Background: an optimization exercise with open tools, aiming at small area, a short achievable clock period and few clock cycles per item. Do not read the settings as production practice.
At most, simulation tests tie the RTL to the original design; equivalence was not proved.
Function not checked in run 4: the RTL went through the layout flow alone.

==> design/flow/design.v <==
module crsf_encoder (
    input  wire         clk,
    input  wire         rst,         
    input  wire         in_valid,
    output wire         in_ready,
    input  wire [255:0] in_ch,       
    output wire         out_valid,
    input  wire         out_ready,
    output wire [207:0] out_frame    
);
    localparam [1:0] S_IDLE  = 2'd0,
                     S_SCALE = 2'd1,
                     S_CRC   = 2'd2,
                     S_DONE  = 2'd3;
    reg [1:0]   state;
    reg [4:0]   idx;         
    reg [255:0] ch;          
    reg [175:0] payload;     
    reg [7:0]   crc;
    wire [15:0] v   = ch[idx[3:0]*16 +: 16];
    wire [15:0] n   = {~v[15], v[14:0]};                  
    wire [27:0] num = n * 28'd3278 + 28'd65535;
    wire [27:0] quo = num / 28'd131070;
    wire [10:0] u   = 11'd172 + quo[10:0];
    wire [7:0] crc_in = (idx == 5'd0) ? 8'h16 : payload[(idx - 5'd1)*8 +: 8];
    reg [7:0] crc_next;
    integer k;
    always @* begin
        crc_next = crc ^ crc_in;
        for (k = 0; k < 8; k = k + 1)
            crc_next = crc_next[7] ? ((crc_next << 1) ^ 8'hD5) : (crc_next << 1);
    end
    always @(posedge clk) begin
        if (rst) begin
            state <= S_IDLE;
            idx   <= 5'd0;
        end else begin
            case (state)
                S_IDLE: if (in_valid) begin
                    ch    <= in_ch;
                    idx   <= 5'd0;
                    state <= S_SCALE;
                end
                S_SCALE: begin
                    payload[idx[3:0]*11 +: 11] <= u;
                    if (idx == 5'd15) begin
                        idx   <= 5'd0;
                        crc   <= 8'h00;
                        state <= S_CRC;
                    end else begin
                        idx <= idx + 5'd1;
                    end
                end
                S_CRC: begin
                    crc <= crc_next;
                    if (idx == 5'd22) begin
                        idx   <= 5'd0;
                        state <= S_DONE;
                    end else begin
                        idx <= idx + 5'd1;
                    end
                end
                S_DONE: if (out_ready) state <= S_IDLE;
            endcase
        end
    end
    assign in_ready  = (state == S_IDLE);
    assign out_valid = (state == S_DONE);
    assign out_frame = {crc, payload, 8'h16, 8'h18, 8'hEE};
endmodule
==> design/flow/run.sh <==
#!/bin/bash
# synth_recipe.tcl (not shown) runs the flow's synth.tcl, then flattens the netlist and writes it again
# the make line also repeats each setting of config.mk as NAME=value (left out here)
make -C /OpenROAD-flow-scripts/flow DESIGN_CONFIG=/design/flow/config.mk WORK_HOME=/design/flow/orfs CLKGATE_MAP_FILE= SYNTH_SCRIPT=/design/flow/synth_recipe.tcl finish
==> design/flow/config.mk <==
export PLATFORM = sky130hd
export DESIGN_NAME = crsf_encoder
export DESIGN_NICKNAME = crsf_encoder
export VERILOG_FILES = /design/flow/design.v
export SDC_FILE = /design/flow/constraint.sdc
export NUM_CORES = 4
export LEC_CHECK = 0
export CAP_MARGIN = 20
export CORE_MARGIN = 2
export CORE_UTILIZATION = 40
export SLEW_MARGIN = 20
==> design/flow/constraint.sdc <==
create_clock -name core_clock -period 22.0 [get_ports {clk}]
set_input_delay 4.4000 -clock core_clock [delete_from_list [all_inputs] [get_ports {clk}]]
set_output_delay 4.4000 -clock core_clock [all_outputs]
set_load 0.01 [all_outputs]
==> results of run 1 <==
[metrics by stage]
stage,setup TNS [ns],area (um2),cells
2_1_floorplan,0,33230,3142
3_3_place_gp,0,38940,4577
3_5_place_dp,0,38940,4577
4_1_cts,0,40310,4651
5_1_grt,-0.08328,40750,4672
6_report,0,40750,4674
[cell families (layout without fill, tap and decap cells)]
logic type | count (synthesis) | after routing | share of synthesized area (%)
flops | 447 | 447 | 40.29
fa+ha+maj | 165 | 165 | 7.565
simple gates | 1051 | 1051 | 16.43
mux | 212 | 212 | 10.63
compound gates | 732 | 732 | 15.78
other cells | 2 | 32 | 0.02266
xor+xnor | 185 | 185 | 4.934
buf+inv | 326 | 780 | 4.353
[per-layer routing]
layer / share of wire [%] / routed length (um) / track usage [%]
met1: 41 / 48340 / 35.52
met2: 48 / 56760 / 44.94
met3: 7.9 / 9260 / 4.567
met4: 2.5 / 2894 / 6.739
met5: 0.059 / 69 / 0
[sequential cells by signal, summed over array words and instances, names as in the netlist]
register,cells
idx,5
state,2
crc,8
ch,256
payload,176
[cell usage in the layout, fill, tap and decap left out, types with 37 or more instances in the layout]
cell | synthesis | layout
nand3_1 | 74 | 73
ha_1 | 106 | 104
and2_1 | 54 | 54
fa_1 | 59 | 59
mux4_2 | 106 | 106
inv_1 | 150 | 150
a21oi_1 | 131 | 131
nand2_1 | 326 | 324
nor3_1 | 92 | 88
nor2_1 | 187 | 186
xor2_1 | 72 | 70
nand4_1 | 39 | 39
buf_4 | 44 | 99
mux2i_1 | 60 | 58
o21ai_0 | 182 | 181
edfxtp_1 | 440 | 440
clkbuf_16 | 0 | 46
and3_1 | 37 | 37
clkdlybuf4s50_1 | 0 | 445
xnor2_1 | 111 | 108
a22o_1 | 37 | 37
[worst paths after layout]
check,startpoint,to,slack (ns)
worst min register to register,payload[103],payload[103],0.58
worst max-delay path,idx[0],payload[77],0.80
worst min-delay path,payload[103],payload[103],0.58
worst max register to register,idx[0],payload[77],0.80
[final cells by class]
| class | instances | area, um2 | area share, % |
|---|---|---|---|
| inverters | 153 | 574.3 | 1.409 |
| diodes | 8 | 20.02 | 0.04913 |
| well taps | 1070 | 1339 | 3.285 |
| clock buffers | 54 | 1191 | 2.923 |
| flip-flops and latches | 447 | 13360 | 32.79 |
| repair buffers | 553 | 5355 | 13.14 |
| clock inverters | 20 | 166.4 | 0.4084 |
| multi-input cells | 2369 | 18740 | 45.99 |
[cell usage after synthesis (10+ instances only)]
| cell | n |
|---|---|
| or2_2 | 23 |
| nor4_2 | 12 |
| buf_1 | 14 |
| xnor2_1 | 111 |
| or3_1 | 34 |
| a22o_1 | 37 |
| ha_1 | 106 |
| mux2i_1 | 60 |
| a21oi_1 | 131 |
| o21a_1 | 17 |
| a32o_1 | 11 |
| fa_1 | 59 |
| nor2b_1 | 10 |
| o31a_1 | 13 |
| o22ai_1 | 21 |
| edfxtp_1 | 440 |
| inv_1 | 150 |
| o21ai_0 | 182 |
| o211ai_1 | 20 |
| and2_1 | 54 |
| nor4_1 | 35 |
| buf_4 | 44 |
| and4_1 | 10 |
| nor3_1 | 92 |
| mux4_2 | 106 |
| a21o_1 | 26 |
| nor2_1 | 187 |
| a31oi_1 | 29 |
| clkbuf_1 | 91 |
| o21ai_1 | 17 |
| a211o_1 | 10 |
| or4_1 | 18 |
| mux2_2 | 34 |
| nand3_1 | 74 |
| buf_2 | 19 |
| nand2_1 | 326 |
| nand4_1 | 39 |
| a31o_2 | 10 |
| nand2b_1 | 25 |
| a211oi_1 | 33 |
| o31ai_1 | 21 |
| xor2_1 | 72 |
| and3_1 | 37 |
[worst min-delay path, delay by kind of cell, from the launching register on]
family	cells	cell delay, ns
simple gates	1	0.05
flops	1	0.36
compound gates	1	0.06
[what timing repair did]
item	4_1_cts	5_1_grt
pin swaps	0	8
cloned	0	0
buffers inserted	0	15
hold buffers	0	0
endpoints found under the setup margin	4	137
resized for setup	1	44
==> results.cfg, run 1 <==
[placed_design]
io_buffers = 445
dp_hpwl_mm = 90.94
place_congestion = 0.9451
post-place-ws_ns = 0.05814

[floorplan]
std_cell_rows = 105
core_area_mm2 = 0.08211
start_util_pct = 40.37
die_y_um = 291.9
ios = 470
fp.dieW_um = 291.9
dieArea_mm2 = 0.08518

[min_path]
hold_depth = 2
worstHoldPathType = flop to flop

[sta]
drv_slew = 0
max_freq_mhz = 47.17
min_period_ns = 21.20
fin_skew_ns = 0.03324
fin_ws_ns = 0.8003
setup_viol = 0
hold_slack_ns = 0.5840
slew-limit-headroom_pct = 17.02
fin_crit_sh_pct = 96.36
final_hold_viol_count = 0
worstMarginPinSlew_ns = 1.245

[finish]
nets = 3993
finish.utilization_pct = 49.63
fill_cells = 7440
area_delta_synth_final_pct = 22.95
drive_gt1_share_pct = 13.07

[synthesis]
netlist_instances = 3120
synth.area.top_cells = edfxtp_1, mux4_2, ha_1
synth_top_cell_by_area = edfxtp_1
synth_cell_types = 138
synth.avg_cell_area_um2 = 10.62
ys_seq_elements = 447
yosysWarnings = 1
synth_top_area_share_pct = 39.86
synth_top_flop_cell = edfxtp_1
synth_area_mm2 = 0.03314
synthArstFlopShare_pct = 0
synth_edf_count = 440
ys_seq_area_share_pct = 40.29

[worst_setup_path]
cp_slowest_cell = mux4_2
crit_buf_inv = 13
timing.critical_path.mode_cell = buf_4
critPathLaunchType = flop
crit_arrival_ns = 21.62
worst-r2r-cell-count = 67
required_ns = 22.42
cp_top_family = simple AND/OR/NAND/NOR gates
cp_max_fo = 16
endpoint_kind = flop
cp.depth = 67
critPathMaxStageDelay_ns = 0.65
crit_type = flop to flop

[cts]
clockBufferDepth = 3
clk_pin_slew_worst_paths_ns = 0.06
cts.sinks = 447
cts_tree = done
clk_latency_ns = 0.56
cts_inserted_buffers = 44
h-tree-depth = 2
clockRootBuffer = clkbuf_16

[detailed_routing]
drt-initial-drc-count = 2878
detail-route-antenna-nets = 0
vias_per_cell = 5.948
avgRoutedWirePerCell_um = 25.10
dr.pass1.iters = 6
route.detailed.drc = 0
vias = 27800
routed_wl_mm = 117.3

[global_route]
grt_antenna_before_repair = 14
grt_pass1_vias = 26980
grt_max_degree = 191
grtUsageTotal_pct = 26.63
grt_pass1_wl_mm = 173.7
grt-ovfl-total = 0

[flow_run]
maxCapViolCount = 0

[run_status]
status = timing/DRC/antenna clean
Testbench counts, summed over its fixed seeds: cycles 83,968, frames 2,048.
==> inputs of run 2 (changes only) <==
==> design/flow/design.v (replaced) <==
module crsf_scale (
    input  wire [15:0] v,
    output wire [10:0] u
);
    wire [15:0] n = {~v[15], v[14:0]};
    wire [17:0] mp = n[15:3] * 5'd25 + 18'd12;
    wire [4:0]  m  = mp[17:13];
    wire [2:0] d_r [0:13];
    wire [12:0] q;
    assign d_r[0] = 3'd0;
    genvar d_g;
    generate for (d_g = 0; d_g < 13; d_g = d_g + 1) begin : d_s
        wire [2:0] r = d_r[d_g];
        wire       b = n[15-d_g];
        assign q[12-d_g] = r[2] | (r[1] & r[0]) | (r[1] & b);
        assign d_r[d_g+1] = {(r[1] & ~r[0] & ~b) | (r[2] & b),
                                 (~r[1] & r[0]) | (r[1] & r[0] & b) | (r[2] & ~b),
                                 (~r[2] & ~r[1] & b) | (r[1] & r[0] & ~b) | (r[2] & ~b)};
    end endgenerate
    wire [5:0] R = {d_r[13], n[2:0]};
    wire [6:0] s = R + m;
    wire [1:0] c = (s >= 7'd60) ? 2'd2 : (s >= 7'd20) ? 2'd1 : 2'd0;
    assign u = q[10:0] + 11'd172 + c;
endmodule
module crsf_encoder (
    input  wire         clk,
    input  wire         rst,         
    input  wire         in_valid,
    output wire         in_ready,
    input  wire [255:0] in_ch,       
    output wire         out_valid,
    input  wire         out_ready,
    output wire [207:0] out_frame    
);
    reg         valid;
    reg [175:0] payload;
    wire [175:0] p_next;
    genvar i;
    generate for (i = 0; i < 16; i = i + 1) begin : ch
        crsf_scale sc (.v(in_ch[16*i +: 16]), .u(p_next[11*i +: 11]));
    end endgenerate
    assign in_ready = ~valid | out_ready;
    wire   take     = in_valid & in_ready;
    always @(posedge clk) begin
        if (rst)
            valid <= 1'b0;
        else if (take)
            valid <= 1'b1;
        else if (out_ready)
            valid <= 1'b0;
        if (take)
            payload <= p_next;
    end
    reg [7:0] crc;
    integer j, k;
    always @* begin
        crc = 8'h00;
        for (j = 0; j < 23; j = j + 1) begin
            crc = crc ^ ((j == 0) ? 8'h16 : payload[8*(j-1) +: 8]);
            for (k = 0; k < 8; k = k + 1)
                crc = crc[7] ? ((crc << 1) ^ 8'hD5) : (crc << 1);
        end
    end
    assign out_valid = valid;
    assign out_frame = {crc, payload, 8'h16, 8'h18, 8'hEE};
endmodule
==> run 2 against run 1 <==
Compared with the run above:
- final area rose by 54%
- critical path type is now flop to output pin
- clock-buffer cell count fell by 37
- critical endpoint is now out_frame[202]
- synthesized area rose by 69%
- clock skew fell by 0.0016 ns
- still clean on timing, DRC and antenna
- register-to-register slack improved by 19 ns
- die area rose by 68%
==> results.cfg, run 2 <==
[synthesis]
synth_area_mm2 = 0.05614
synth_cell_types = 87
synth_edf_count = 176
synth.area.top_cells = ha_1, edfxtp_1, xnor2_1
synth_common_cells = ha_1, inv_1, nor2_1
synth_top_area_share_pct = 18.16
synth_top_flop_cell = edfxtp_1
synth.avg_cell_area_um2 = 7.821
yosysMostFrequentCell = ha_1
synthArstFlopShare_pct = 0
ys_seq_elements = 177
synth_top_cell_by_area = ha_1
yosysWarnings = 2
ys_seq_area_share_pct = 9.450
netlist_instances = 7178

[floorplan]
fp.dieW_um = 378.6
dieArea_mm2 = 0.1434
ios = 470
core_area_mm2 = 0.1394
std_cell_rows = 137
die_y_um = 378.6
start_util_pct = 40.28

[cts]
cts.sinks = 177
cts-resized-gates = 0
cts_inserted_buffers = 17
clk_latency_ns = 0.52
clockRootBuffer = clkbuf_16
cts_setup_buffers = 0
cts_tree = done
h-tree-depth = 4
clockBufferDepth = 2
ctsHoldBuffers = 0
clk_pin_slew_worst_paths_ns = 0.10

[sta]
max_freq_mhz = 62.31
rsz0062_at_grt = no
tns_ns = 0
setup_viol = 0
fin_skew_ns = 0.03162
min_period_ns = 16.05
fin_ws_ns = 5.951
fin_crit_sh_pct = 72.95
slew-limit-headroom_pct = 20.59
final_hold_viol_count = 0
drv_slew = 0
worstMarginPinSlew_ns = 1.187

[detailed_routing]
route.detailed.drc = 0
vias = 51159
detail-route-antenna-nets = 0
routed_wl_mm = 162.6
avgRoutedWirePerCell_um = 17.58
drt-initial-drc-count = 3619
vias_per_cell = 5.533
dr.pass1.iters = 6

[global_route]
grt-ovfl-total = 0
grt_antenna_before_repair = 10
grtUsageTotal_pct = 22.05
grt_max_degree = 73
grt_pass1_vias = 46881
grt_pass1_wl_mm = 255.8

[placed_design]
post-place-ws_ns = 6.486
io_buffers = 445
dp_hpwl_mm = 132.6
place_congestion = 0.9209

[finish]
final_common_cell = ha_1
fill_cells = 13796
final_cell_mix = ha_1, inv_1, nor2_1
area_delta_synth_final_pct = 11.53
nets = 8588
drive_gt1_share_pct = 2.647
top_register = payload
largest_reg_flops = 176

[worst_setup_path]
endpoint_kind = output pin
crit_type = flop to output pin
rrSetupSlack_ns = 19.54
r2r-end = payload[80]
crit_start = payload[6]
critPathCapture = out_frame[202]
cp_slowest_cell = xnor3_4
reg2reg_from = valid
required_ns = 17.60
worst-r2r-cell-count = 3
crit_arrival_ns = 11.65
path_cells = xnor2_2 -> xnor3_1 -> xnor3_4 -> xnor3_1 -> xnor2_2 -> xnor3_2 -> xnor2_2 -> xnor3_2 -> xnor2_4 -> xnor3_2 -> xor3_1 -> xor3_1 -> xnor3_2 -> xnor2_2 -> xor3_2 -> xnor3_2 -> xor3_1 -> xor3_1 -> xnor3_1 -> xnor3_1 -> xor3_2 -> xnor3_2 -> xnor3_1 -> clkdlybuf4s50_1
cp_max_fo = 7
cp_top_family = XOR/XNOR gates
critPathLaunchType = flop
crit_buf_inv = 1
critPathMaxStageDelay_ns = 0.57
timing.critical_path.mode_cell = xnor3_2
cp.depth = 24

[min_path]
timing.hold.worst.start = valid
worstHoldPathType = flop to flop

[flow_run]
maxCapViolCount = 0

[run_status]
status = timing/DRC/antenna clean
run 2: cell types whose count changed after synthesis, moves of 106 or more:
| cell | before | now |
|---|---|---|
| ha_1 | 106 | 815 |
| inv_1 | 150 | 784 |
| nor2_1 | 187 | 612 |
| a21oi_1 | 131 | 527 |
| xnor2_1 | 111 | 496 |
| o21ai_0 | 182 | 551 |
| edfxtp_1 | 440 | 176 |
| clkbuf_1 | 91 | 318 |
| nand2_1 | 326 | 524 |
| xnor3_1 | 0 | 141 |
| xor2_1 | 72 | 201 |
| mux4_2 | 106 | 0 |
run 2: logic make-up after synthesis:
group / count (synthesis) / share of synthesized area, %
compound gates: 1986 / 22.40
xor+xnor: 917 / 19.73
fa+ha+maj: 1009 / 24.48
buf+inv: 1173 / 8.006
flops: 177 / 9.450
mux: 41 / 0.7645
other cells: 2 / 0.01338
simple gates: 1873 / 15.16
run 2: worst register-to-register path, cell delays in order, from the launching register on:
cell,delay (ns)
dfxtp_1,0.32
nand2b_1,0.11
and2_4,0.67
buf_4,0.88
run 2: how the worst min path moves through the flow:
stage	cells after the start	slack, ns	end
6_report	2	0.55	valid
5_1_grt	2	0.58	valid
4_1_cts	2	0.55	valid
3_5_place_dp	2	0.53	valid
3_3_place_gp	2	0.51	valid
2_1_floorplan	2	0.59	valid
run 2: metrics by stage:
stage	instances	hold WS (ns)	instance area, um2	util, %
5_1_grt	9245	0.5793	62610	44.92
3_3_place_gp	9210	0.5132	61930	44.44
6_report	9246	0.5505	62610	44.93
3_5_place_dp	9210	0.5316	61930	44.44
2_1_floorplan	7200	0.5930	56220	-
4_1_cts	9242	0.5508	62570	44.90
run 2: area by class of cell:
type / instances / area (um2) / share of cell area (%)
multi-input cells: 5850 / 46460 / 74.21
flip-flops and latches: 177 / 5305 / 8.473
repair buffers: 487 / 4770 / 7.618
inverters: 820 / 3078 / 4.916
well taps: 1876 / 2347 / 3.749
clock buffers: 17 / 425.4 / 0.6795
clock inverters: 15 / 212.7 / 0.3397
diodes: 4 / 10.01 / 0.01599
run 2: metal layers:
metal | vias up | part of all wire (%) | GRT usage (%)
li1 | 25587 | - | -
met1 | 24167 | 44 | 28.89
met2 | 1270 | 47 | 37.14
met3 | 127 | 7.0 | 4.821
met4 | 8 | 1.8 | 4.345
met5 | - | 0.031 | 0
Testbench counts of run 2, summed over its fixed seeds: cycles 2,056, frames 2,048.
==> inputs of run 3 (changes only) <==
--- a/design/flow/config.mk
+++ b/design/flow/config.mk
@@ -5,6 +5,7 @@
 export SDC_FILE = /design/flow/constraint.sdc
 export NUM_CORES = 4
 export LEC_CHECK = 0
+export ABC_AREA = 1
 export CAP_MARGIN = 20
 export CORE_MARGIN = 2
 export CORE_UTILIZATION = 40
==> run 3 against run 2 <==
Compared with the run above:
- die area shrank 7.0%
- the layout now fails its checks (setup timing)
- cell count rose by 11%
- utilization rose by 6.3 points
- global-route usage is 1.6 points lower
==> results.cfg, run 3 <==
[cts]
cts_tree = done
cts_inserted_buffers = 17
clockRootBuffer = clkbuf_16
clk_pin_slew_worst_paths_ns = 0.08
ctsHoldBuffers = 0
clockBufferDepth = 2
h-tree-depth = 4
clk_latency_ns = 0.54
cts.sinks = 177

[synthesis]
synth_top_area_share_pct = 19.55
synth_common_cells = inv_1, nand2_1, ha_1
synth_edf_count = 176
synth_top_family_by_area = simple AND/OR/NAND/NOR gates
synth.area.top_cells = ha_1, inv_1, nand2_1
synth-xor-area-share_pct = 8.894
synth_top_flop_cell = edfxtp_1
synthMuxAreaShare_pct = 0
synth_cell_types = 63
ys_seq_area_share_pct = 10.17
yosysWarnings = 2
synthAdderAreaFrac_pct = 25.69
synth_area_mm2 = 0.05216
synthArstFlopShare_pct = 0
synth.avg_cell_area_um2 = 6.768
synth_compound_area_share_pct = 8.935
yosys.area_share.simple_pct = 33.43
ys_seq_elements = 177
yosysMostFrequentCell = inv_1
netlist_instances = 7707
synth_top_cell_by_area = ha_1

[sta]
min_period_ns = 25.65
max_freq_mhz = 38.99
slew-limit-headroom_pct = 38.21
fin_skew_ns = 0.01659
final_hold_viol_count = 0
setup_viol = 8
drv_slew = 0
fin_crit_sh_pct = 116.6
worstMarginPinSlew_ns = 0.9269
tns_ns = -28.31
rsz0062_at_grt = yes
fin_ws_ns = -3.648

[placed_design]
dp_hpwl_mm = 119.9
io_buffers = 445
dp.cells = 10152
post-place-ws_ns = -3.014
place_congestion = 0.8706
postPlaceCellArea_mm2 = 0.06098

[worst_setup_path]
required_ns = 17.60
endpoint_kind = output pin
cp_slowest_cell = edfxtp_1
cp_max_fo = 7
critPathMaxStageDelay_ns = 0.47
reg2reg_from = valid
r2r-end = payload[38]
crit_arrival_ns = 21.25
rrSetupSlack_ns = 19.53
crit_type = flop to output pin
timing.critical_path.mode_cell = nand2_4
worst-r2r-cell-count = 3
critPathLaunchType = flop

[floorplan]
die_y_um = 365.1
fp.dieW_um = 365.1
start_util_pct = 40.28
dieArea_mm2 = 0.1333
std_cell_rows = 132
ios = 470
core_area_mm2 = 0.1295

[detailed_routing]
vias_per_cell = 4.837
dr.pass1.iters = 6
route.detailed.drc = 0
vias = 49664
drt-initial-drc-count = 1944
avgRoutedWirePerCell_um = 13.81
routed_wl_mm = 141.8
detail-route-antenna-nets = 0

[finish]
fill_cells = 12602
nets = 9735
drive_gt1_share_pct = 19.36
fin_cells = 10268
area_delta_synth_final_pct = 27.19
final_common_cell = inv_1
fin_area_mm2 = 0.06635
final_cell_mix = inv_1, nand2_1, ha_1
largest_reg_flops = 176
top_register = payload

[min_path]
hold_depth = 2
worstHoldPathType = flop to flop
timing.hold.worst.start = valid
min_to = valid

[global_route]
grtUsageTotal_pct = 20.46
grt_pass1_wl_mm = 224.2
grt-ovfl-total = 0
grt_antenna_before_repair = 24
grt_pass1_vias = 46998
grt_max_degree = 64

[run_status]
status = failed layout checks
failed_checks = setup timing

[flow_run]
maxCapViolCount = 0
run 3: cells by family (layout without fill, tap and decap cells):
| logic type | Yosys count | after routing |
|---|---|---|
| xor+xnor | 487 | 487 |
| buf+inv | 1757 | 2541 |
| compound gates | 819 | 819 |
| other cells | 2 | 37 |
| flops | 177 | 177 |
| fa+ha+maj | 975 | 975 |
| simple gates | 3490 | 3490 |
run 3: per-layer routing:
metal | vias to the layer above | wire length (um) | track usage [%]
met5 | - | 76 | 0
met1 | 22806 | 63750 | 25.61
met4 | 12 | 2939 | 5.116
met2 | 652 | 68220 | 35.75
met3 | 140 | 6776 | 4.039
li1 | 26054 | - | -
run 3: stage by stage:
| step | utilization [%] | hold WS [ns] |
|---|---|---|
| floorplan | - | 0.5770 |
| global placement | 47.09 | 0.5260 |
| detailed placement | 47.09 | 0.5322 |
| CTS | 48.43 | 0.5450 |
| global route | 51.24 | 0.5753 |
| finish | 51.24 | 0.5398 |
run 3: timing repair:
action,CTS,global route
buffers inserted,25,46
endpoints found under the setup margin,8,8
resized for setup,199,724
pin swaps,47,303
run 3: critical path: cells and delay by family (launching register included):
kind / cells / cell delay [ns]
XOR/XNOR: 5 / 1.31
AND/OR/NAND/NOR: 176 / 16.84
buffers and inverters: 24 / 1.94
flip-flops: 1 / 0.47
run 3: worst max-delay path by stage:
| stage | start | end | slack [ns] | cells after the start |
|---|---|---|---|---|
| after floorplan | payload[7] | out_frame[202] | -0.31 | 207 |
| after global placement | payload[7] | out_frame[202] | -2.52 | 189 |
| after global routing | payload[7] | out_frame[202] | -5.28 | 212 |
| after detailed placement | payload[7] | out_frame[202] | -3.01 | 197 |
| final | payload[4] | out_frame[202] | -3.65 | 205 |
| after CTS | payload[4] | out_frame[202] | -3.00 | 220 |
run 3: cell type report:
| class | instances | area [um2] | area share [%] |
|---|---|---|---|
| multi-input combinational | 5795 | 44680 | 67.34 |
| timing repair buffer | 779 | 6990 | 10.54 |
| inverter | 1730 | 6565 | 9.895 |
| sequential | 177 | 5305 | 7.996 |
| tap | 1742 | 2180 | 3.285 |
| clock buffer | 17 | 425.4 | 0.6412 |
| clock inverter | 15 | 172.7 | 0.2603 |
| antenna | 13 | 32.53 | 0.04903 |
==> inputs of run 4 (changes only) <==
==> design/flow/design.v (replaced) <==
module crsf_st(input [2:0] r, input b, output reg [3:0] o);
  always @* begin
    case ({r,b})
      4'b0000: o = 4'b0000;
      4'b0001: o = 4'b0001;
      4'b0010: o = 4'b0010;
      4'b0011: o = 4'b0011;
      4'b0100: o = 4'b0111;
      4'b0101: o = 4'b1000;
      4'b0110: o = 4'b1001;
      4'b0111: o = 4'b1010;
      4'b1110: o = 4'b1011;
      4'b1111: o = 4'b1111;
      default: o = 4'bxxxx;
    endcase
  end
endmodule
module crsf_scale(input [15:0] v, output [10:0] u);
  wire [15:0] n = {~v[15], v[14:0]};
  wire [2:0] r [0:13];
  wire [12:0] q;
  assign r[0] = 3'b000;
  genvar g;
  generate for (g=0; g<13; g=g+1) begin : s
    wire [3:0] o; crsf_st u(.r(r[g]), .b(n[15-g]), .o(o));
    assign q[12-g] = o[3]; assign r[g+1] = o[2:0];
  end endgenerate
  reg [2:0] rb;
  always @* begin
    case (r[13])
      3'b000: rb = 3'd0;
      3'b001: rb = 3'd1;
      3'b010: rb = 3'd2;
      3'b011: rb = 3'd3;
      3'b111: rb = 3'd4;
      default: rb = 3'bxxx;
    endcase
  end
  wire [10:0] Q = q[10:0];
  wire [4:0] h = Q[10:6];
  reg [5:0] th;
  always @* begin
    case (h)
      5'd0: th = 6'd0;
      5'd1: th = 6'd2;
      5'd2: th = 6'd3;
      5'd3: th = 6'd5;
      5'd4: th = 6'd6;
      5'd5: th = 6'd8;
      5'd6: th = 6'd9;
      5'd7: th = 6'd11;
      5'd8: th = 6'd12;
      5'd9: th = 6'd14;
      5'd10: th = 6'd16;
      5'd11: th = 6'd17;
      5'd12: th = 6'd19;
      5'd13: th = 6'd20;
      5'd14: th = 6'd22;
      5'd15: th = 6'd23;
      5'd16: th = 6'd25;
      5'd17: th = 6'd27;
      5'd18: th = 6'd28;
      5'd19: th = 6'd30;
      5'd20: th = 6'd31;
      5'd21: th = 6'd32;
      5'd22: th = 6'd33;
      5'd23: th = 6'd35;
      5'd24: th = 6'd36;
      5'd25: th = 6'd38;
      default: th = 6'bxxxxxx;
    endcase
  end
  wire d = Q[5:0] < th;
  wire [6:0] S = {rb, n[2:0]} + h;
  wire c1 = d ? (S >= 7'd21) : (S >= 7'd20);
  wire c2 = d ? (S >= 7'd61) : (S >= 7'd60);
  assign u = Q + {9'd43, c2, c1 & ~c2};
endmodule
module crsf_encoder (
    input  wire         clk,
    input  wire         rst,         
    input  wire         in_valid,
    output wire         in_ready,
    input  wire [255:0] in_ch,       
    output wire         out_valid,
    input  wire         out_ready,
    output wire [207:0] out_frame    
);
    reg         valid;
    reg [175:0] payload;
    wire [175:0] p_next;
    genvar i;
    generate for (i = 0; i < 16; i = i + 1) begin : ch
        crsf_scale sc (.v(in_ch[16*i +: 16]), .u(p_next[11*i +: 11]));
    end endgenerate
    assign in_ready = ~valid | out_ready;
    wire   take     = in_valid & in_ready;
    always @(posedge clk) begin
        if (rst)
            valid <= 1'b0;
        else if (take)
            valid <= 1'b1;
        else if (out_ready)
            valid <= 1'b0;
        if (take)
            payload <= p_next;
    end
    wire [7:0] crc;
    assign crc[0] = ~^(payload & 176'hcbe117ed3e46e6ada94e286039fca2ddc7c8bc35d509);
    assign crc[1] = ~^(payload & 176'h96c32fda7d8ccc5b539d50c072f845bb8f91796baa13);
    assign crc[2] = ~^(payload & 176'he7664859c55e7f1a0f7489e0dc0c29abd8eb4fe3812e);
    assign crc[3] = ~^(payload & 176'hcecd90b28abdfe341ee812c1b9195256b1d79fc6035d);
    assign crc[4] = ^(payload & 176'h577a36882b3d1bc4959e0de24acf0671a56783b8d2b3);
    assign crc[5] = ~^(payload & 176'haef46c10577a36882b3d1bc4959e0de24acf0671a567);
    assign crc[6] = ~^(payload & 176'h9708cecd90b28abdfe341ee812c1b9195256b1d79fc6);
    assign crc[7] = ~^(payload & 176'he5f08b761f23f3d6542714b01c7ed1ee6364de9aea84);
    assign out_valid = valid;
    assign out_frame = {crc, payload, 8'h16, 8'h18, 8'hEE};
endmodule
==> design/flow/flow/run.sh (new file) <==
#!/bin/bash
# Standard layout, run whole.
bash standard.sh > standard.log 2>&1
==> design/flow/standard.sh (new file) <==
#!/bin/bash
# synth_recipe.tcl (not shown) runs the flow's synth.tcl, then flattens the netlist and writes it again
# the make line also repeats each setting of config.mk as NAME=value (left out here)
make -C /OpenROAD-flow-scripts/flow DESIGN_CONFIG=/design/flow/config.mk WORK_HOME=/design/flow/orfs CLKGATE_MAP_FILE= SYNTH_SCRIPT=/design/flow/synth_recipe.tcl "${@:-finish}"
removed: design/flow/run.sh
==> run 4 against run 3 <==
Compared with the run above:
- now clean on timing, DRC and antenna
- non-clock buffer count is 321 lower
- first-iteration DRC count is 1.2% lower
- global-route usage is 0.85 points higher
- synthesized area is 23% lower
- register-to-register slack better by 0.16 ns
- worst hold slack better by 0.020 ns
- utilization is 4.1 points lower
- setup slack better by 13 ns
- synthesized cell count is 22% lower
- clock-buffer cell count stayed put
- critical endpoint is now payload[120]
- largest cell class unchanged
==> results.cfg, run 4 <==
[run_status]
status = timing/DRC/antenna clean

[synthesis]
yosysMostFrequentCell = nand2_1
ys_seq_area_share_pct = 13.28
synth_top_cell_by_area = ha_1
synthArstFlopShare_pct = 0
synth_top_area_share_pct = 15.63
netlist_instances = 6002
ys_seq_elements = 177
synth_cell_types = 60
synth_area_mm2 = 0.03994
yosysWarnings = 3
synth.area.top_cells = ha_1, edfxtp_1, nand2_1
synth_edf_count = 176
synth_common_cells = nand2_1, inv_1, nor2_1
synth_top_flop_cell = edfxtp_1
synth.avg_cell_area_um2 = 6.655

[cts]
ctsHoldBuffers = 0
clk_latency_ns = 0.49
cts_tree = done
cts-resized-gates = 0
clockRootBuffer = clkbuf_16
cts.sinks = 177
clockBufferDepth = 2
cts_setup_buffers = 0
cts_inserted_buffers = 17
clk_pin_slew_worst_paths_ns = 0.08
h-tree-depth = 4

[worst_setup_path]
crit_buf_inv = 7
required_ns = 22.22
cp_max_fo = 4
critPathLaunchType = primary input
cp_top_family = simple AND/OR/NAND/NOR gates
critPathMaxStageDelay_ns = 0.52
rrSetupSlack_ns = 19.69
timing.critical_path.mode_cell = nand2_1
cp_slowest_cell = clkdlybuf4s50_1
endpoint_kind = flop
crit_arrival_ns = 12.41
crit_type = primary input to flop

[detailed_routing]
vias = 38026
route.detailed.drc = 0
detail-route-antenna-nets = 0
routed_wl_mm = 111.6
vias_per_cell = 4.890
drt-initial-drc-count = 1921
dr.pass1.iters = 6
avgRoutedWirePerCell_um = 14.35

[finish]
area_delta_synth_final_pct = 16.57
final_cell_mix = nand2_1, inv_1, nor2_1
finish.utilization_pct = 47.17
top_register = payload
drive_gt1_share_pct = 8.754
largest_reg_flops = 176
final_common_cell = nand2_1
nets = 7256
fill_cells = 10131

[sta]
rsz0062_at_grt = no
drv_slew = 0
max_freq_mhz = 82.03
min_period_ns = 12.19
final_hold_viol_count = 0
worstMarginPinSlew_ns = 0.9655
fin_skew_ns = 0.008939
slew-limit-headroom_pct = 35.63
setup_viol = 0
fin_crit_sh_pct = 55.41
tns_ns = 0

[flow_run]
maxCapViolCount = 0

[placed_design]
io_buffers = 445
place_congestion = 0.9116
dp_hpwl_mm = 96.53

[global_route]
grt_max_degree = 73
grt_pass1_wl_mm = 177.8
grtUsageTotal_pct = 21.31
grt_antenna_before_repair = 16
grt_pass1_vias = 35348
grt-ovfl-total = 0

[floorplan]
std_cell_rows = 115
die_y_um = 320.0
core_area_mm2 = 0.09871
ios = 470
dieArea_mm2 = 0.1024
fp.dieW_um = 320.0
start_util_pct = 40.47

[min_path]
worstHoldPathType = flop to flop
==> run 4: layout make-up <==
type	instances	area, um2	area share [%]
repair buffers	458	4552	9.776
diodes	12	30.03	0.06449
clock buffers	17	425.4	0.9136
clock inverters	14	140.1	0.3010
well taps	1287	1610	3.458
inverters	1039	3900	8.376
flip-flops and latches	177	5305	11.39
multi-input cells	4772	30600	65.72
==> run 4: cells by family after synthesis <==
| logic type | after synthesis | synth area share (%) |
|---|---|---|
| compound gates | 714 | 11.02 |
| simple gates | 2770 | 32.01 |
| fa+ha+maj | 531 | 17.23 |
| flops | 177 | 13.28 |
| buf+inv | 1075 | 10.35 |
| other cells | 2 | 0.01880 |
| xor+xnor | 733 | 16.09 |
==> run 4: worst min-delay path, delay by kind of cell (launching register included) <==
kind               cells  cell delay, ns
AOI/OAI and AO/OA      1            0.07
DFF                    1            0.35
and+or+nand+nor        1            0.10
==> run 4: per-stage QoR <==
step	std cells	hold slack [ns]	instance area (um2)	worst slack [ns]
global route	7770	0.5801	46550	9.041
floorplan	6024	0.5770	40030	8.333
CTS	7764	0.5606	46530	9.905
global placement	7733	0.5360	45970	9.557
finish	7776	0.5596	46560	9.809
detailed placement	7733	0.5496	45970	9.388
==> run 4: final timing paths <==
| check | from | endpoint | cells past startpoint |
|---|---|---|---|
| max | in_ch[174] | payload[120] | 57 |
| min | valid | valid | 2 |
| max reg2reg | valid | payload[111] | 3 |
| min reg2reg | valid | valid | 2 |
==> run 4: metal layers <==
metal	GRT usage [%]	vias up	wire (um)
met1	27.14	17076	50770
met2	37.67	675	53190
met4	4.977	10	2251
met5	0	-	64
li1	-	20165	-
met3	3.103	100	5316

==> re-timing with driven ports <==
The flow's constraints put no driver on any port. The routed layouts listed below were extracted and timed again, unchanged, in two steps.
Step 1 assumes that a clkbuf_16 drives the clock port and a buf_2 every other input.
Step 2 adds t to the input delays and takes it off the output delays; t is the mean of the earliest and latest rising clock arrival at the registers after step 1. Input paths then give back, and output paths get back, about the clock's delay inside the block.
Slacks: ideal ports / drivers / drivers and shift; pairs: ideal ports / drivers.
run	t, ns	slack for setup (ns)	worst hold slack (ns)	slew at the worst register clock pin (ns)
run 1	0.611	0.800 / 0.800 / 0.800	0.584 / 0.584 / 0.584	0.07 / 0.07
run 2	0.564	5.951 / 5.890 / 6.454	0.550 / 0.550 / 0.550	0.10 / 0.10
run 3	0.596	-3.648 / -3.718 / -3.122	0.540 / 0.540 / 0.540	0.10 / 0.10
run 4	0.532	9.809 / 9.841 / 9.309	0.560 / 0.560 / 0.560	0.08 / 0.08
For run 4, which loses most, drivers alone change the setup slack by +0.032 ns; drivers and shift together by -0.500 ns.
